Background: an optimization exercise with open tools, aiming at small area and few clock cycles. Do not read the settings as production practice.
The RTL was checked by simulation tests, not by an equivalence proof against the original design.
Power and IR drop assume default switching activity.

==> flow/design.v <==
module l2c_hdlc (
    input  wire       clk,
    input  wire       rst,
    input  wire       tx_valid,
    input  wire [7:0] tx_data,
    input  wire       tx_last,
    input  wire       tx_bad_fcs,
    output wire       tx_ready,
    output reg        line_valid,
    output reg        line_level,
    input  wire       rx_valid,
    input  wire       rx_level,
    output reg        rx_byte_valid,
    output wire [7:0] rx_byte,
    output reg        rx_end_valid,
    output reg        rx_end_ok
);
    localparam [15:0] RES_Z = 16'h9F0B;
    localparam [15:0] RES_S = 16'hD92F;
    function [15:0] crc_bit;
        input [15:0] c;
        input        d;
        begin
            crc_bit = (c[0] ^ d) ? ((c >> 1) ^ 16'h8408) : (c >> 1);
        end
    endfunction
    function [2:0] inc3;
        input [2:0] x;
        begin
            inc3 = {x[2] ^ (x[1] & x[0]), x[1] ^ x[0], ~x[0]};
        end
    endfunction
    localparam [1:0] T_SFLAG = 2'd0,     
                     T_DATA  = 2'd1,
                     T_FCS   = 2'd2,
                     T_EFLAG = 2'd3;
    reg [1:0]  t_state;
    reg [3:0]  t_cnt;        
    reg [2:0]  t_stuff;      
    reg [15:0] t_crc;
    reg        t_bad;
    wire t_owe  = (t_stuff == 3'd5);             
    wire t_dbit = tx_data[t_cnt[2:0]];
    wire t_fbit = t_crc[0] ^ ~t_bad;
    wire t_flagbit = (t_cnt[2:0] != 3'd0) && (t_cnt[2:0] != 3'd7);
    assign tx_ready = (t_state == T_DATA) && !t_owe && (t_cnt[2:0] == 3'd7);
    reg t_send, t_b;
    always @(*) begin
        t_send = 1'b0;
        t_b    = 1'b0;
        if (t_owe && (t_state == T_DATA || t_state == T_FCS || t_state == T_EFLAG)) begin
            t_send = 1'b1;
            t_b    = 1'b0;
        end else begin
            case (t_state)
                T_SFLAG: begin t_send = tx_valid || (t_cnt[2:0] != 3'd0); t_b = t_flagbit; end
                T_DATA:  begin t_send = tx_valid;                          t_b = t_dbit;    end
                T_FCS:   begin t_send = 1'b1;                              t_b = t_fbit;    end
                default: begin t_send = 1'b1;                              t_b = t_flagbit; end
            endcase
        end
    end
    always @(posedge clk) begin
        if (rst) begin
            t_state    <= T_SFLAG;
            t_cnt      <= 4'd0;
            t_stuff    <= 3'd0;
            line_valid <= 1'b0;
            line_level <= 1'b0;
        end else begin
            line_valid <= t_send;
            if (t_send && !t_b)
                line_level <= ~line_level;
            if (t_owe && t_state != T_SFLAG) begin
                t_stuff <= 3'd0;
            end else begin
                case (t_state)
                    T_SFLAG: begin
                        t_crc   <= 16'hFFFF;
                        t_stuff <= 3'd0;
                        if (t_send) begin
                            t_cnt <= {1'b0, inc3(t_cnt[2:0])};
                            if (t_cnt[2:0] == 3'd7)
                                t_state <= T_DATA;
                        end
                    end
                    T_DATA: begin
                        if (tx_valid) begin
                            t_crc   <= crc_bit(t_crc, t_dbit);
                            t_stuff <= t_dbit ? inc3(t_stuff) : 3'd0;
                            t_cnt   <= {1'b0, inc3(t_cnt[2:0])};
                            if (t_cnt[2:0] == 3'd7 && tx_last) begin
                                t_bad   <= tx_bad_fcs;
                                t_state <= T_FCS;
                            end
                        end
                    end
                    T_FCS: begin
                        t_crc   <= crc_bit(t_crc, t_crc[0]);    
                        t_stuff <= t_fbit ? inc3(t_stuff) : 3'd0;
                        t_cnt   <= {t_cnt[3] ^ (t_cnt[2:0] == 3'd7), inc3(t_cnt[2:0])};
                        if (t_cnt == 4'd15)
                            t_state <= T_EFLAG;
                    end
                    default: begin
                        t_stuff <= 3'd0;
                        t_cnt   <= {1'b0, inc3(t_cnt[2:0])};
                        if (t_cnt[2:0] == 3'd7)
                            t_state <= T_SFLAG;
                    end
                endcase
            end
        end
    end
    reg        r_lvl;        
    reg [2:0]  r_ones;       
    reg        r_sync;       
    reg        r_stf;        
    reg [2:0]  r_bits;       
    reg [11:0] r_nb;         
    reg [7:0]  r_shift;      
    reg [15:0] r_crc;        
    assign rx_byte = r_shift;
    wire        r_bit   = (rx_level == r_lvl);       
    wire [2:0]  r_ones1 = (r_ones == 3'd7) ? 3'd7 : inc3(r_ones);
    wire [2:0]  r_bits1 = inc3(r_bits);
    wire [11:0] r_nb1   = {r_nb[10:0], ~(r_nb[11] ^ r_nb[10])};
    wire r_abort = r_bit && (r_ones == 3'd6 || r_ones == 3'd7);
    wire r_flag  = !r_bit && (r_ones == 3'd6);
    wire r_app   = r_sync && (r_bit ? (r_ones[2] == 1'b0 || r_ones == 3'd4) : (r_ones != 3'd6 && r_ones != 3'd5));
    wire        r_aligned = (r_bits == 3'd6);
    wire        r_enough  = (r_nb[11:2] != 10'd0) || (r_nb[1:0] == 2'b10);
    wire        r_fcs_ok  = (r_crc == (r_stf ? RES_S : RES_Z));
    wire        r_have    = (r_nb != 12'd0);          
    wire        r_long    = (r_nb == 12'hF75) && (r_bits == 3'd6);
    always @(posedge clk) begin
        if (rst) begin
            r_lvl         <= 1'b0;
            r_ones        <= 3'd0;
            r_sync        <= 1'b0;
            rx_byte_valid <= 1'b0;
            rx_end_valid  <= 1'b0;
        end else begin
            rx_byte_valid <= 1'b0;
            rx_end_valid  <= 1'b0;
            if (rx_valid) begin
                r_lvl  <= rx_level;
                r_ones <= r_bit ? r_ones1 : 3'd0;
                if (!r_bit)
                    r_stf <= (r_ones == 3'd5);
                if (r_abort || r_flag) begin
                    if (r_sync && r_have) begin
                        rx_end_valid <= 1'b1;
                        rx_end_ok    <= r_flag && r_aligned && r_enough && r_fcs_ok;
                    end
                    r_sync <= r_flag;
                end
                if (r_flag) begin
                    r_bits <= 3'd0;
                    r_nb   <= 12'd0;
                    r_crc  <= 16'hFFFF;
                end
                if (r_app) begin
                    r_bits  <= r_bits1;
                    if (r_bits == 3'd7)
                        r_nb <= r_nb1;
                    r_shift <= {r_bit, r_shift[7:1]};
                    r_crc   <= crc_bit(r_crc, r_bit);
                    if (r_bits == 3'd7)
                        rx_byte_valid <= 1'b1;
                    if (r_long) begin
                        rx_end_valid <= 1'b1;
                        rx_end_ok    <= 1'b0;
                        r_sync       <= 1'b0;
                    end
                end
            end
        end
    end
endmodule
export LEC_CHECK = 0
export CAP_MARGIN = 20
export CORE_MARGIN = 2
export CORE_UTILIZATION = 40
export SLEW_MARGIN = 20
create_clock -name core_clock -period 5.0 [get_ports {clk}]
standard.sh (not shown) runs the stock make flow with config.mk's settings and CLKGATE_MAP_FILE= SYNTH_SCRIPT=/design/flow/synth_recipe.tcl, a recipe that flattens the netlist after the stock synthesis.
==> flow/flow/run.sh <==
#!/bin/bash
# Standard ORFS layout, with the smallest buffer as each port's buffer.
set -euo pipefail
export BUFFER_PORTS_ARGS="-buffer_cell sky130_fd_sc_hd__buf_1"
bash standard.sh > standard_flow.log 2>&1
The first run finished with timing, DRC and antenna clean.
Testbench counts at the start, summed over its fixed seeds: cycles 79,843.
Rerun with:
==> flow/run.sh (new file) <==
#!/bin/bash
# synth_recipe.tcl (not shown) runs the flow's synth.tcl, then flattens the netlist and writes it again
# the make line also repeats each setting of config.mk as NAME=value (left out here)
make -C /OpenROAD-flow-scripts/flow DESIGN_CONFIG=/design/flow/config.mk WORK_HOME=/design/flow/orfs CLKGATE_MAP_FILE= SYNTH_SCRIPT=/design/flow/synth_recipe.tcl finish
removed: flow/flow/run.sh
removed: flow/standard.sh
Critical path depth is unchanged.
Wire length went up by 2.2%.
Total power rose by 6.7%.
Design area goes up by 5.1%.

[static timing again, ports no longer ideal]
In the flow no input, the clock included, has a driving cell. The finished layouts below were timed again as built, in two steps. Step 1 (the two cells are an assumption about what drives the block):
set clk [get_ports {clk}]
set_driving_cell -lib_cell sky130_fd_sc_hd__clkbuf_16 $clk
set_driving_cell -lib_cell sky130_fd_sc_hd__buf_2 [delete_from_list [all_inputs] $clk]
Step 2 times the ports against the registers' clock, not the clock port: input delays grow and output delays shrink by t, the midpoint of the rising clock arrivals with the driver on. Three values: ideal ports, drivers, drivers and shift; two values: the first two.
| run | shift t [ns] | setup WS [ns] | latest minus earliest clock arrival (ns) | worst register clock-pin slew, ns |
|---|---|---|---|---|
| the first run | 0.370 | 2.238 / 2.246 / 1.877 | 0.006 / 0.007 | 0.08 / 0.08 |
| the second run | 0.366 | 1.877 / 1.876 / 1.521 | 0.014 / 0.014 | 0.09 / 0.09 |
After both steps setup and hold are still met in every run listed. The setup slack of the first run, which loses most, moves by +0.008 ns with the drivers and by -0.361 ns with both steps.
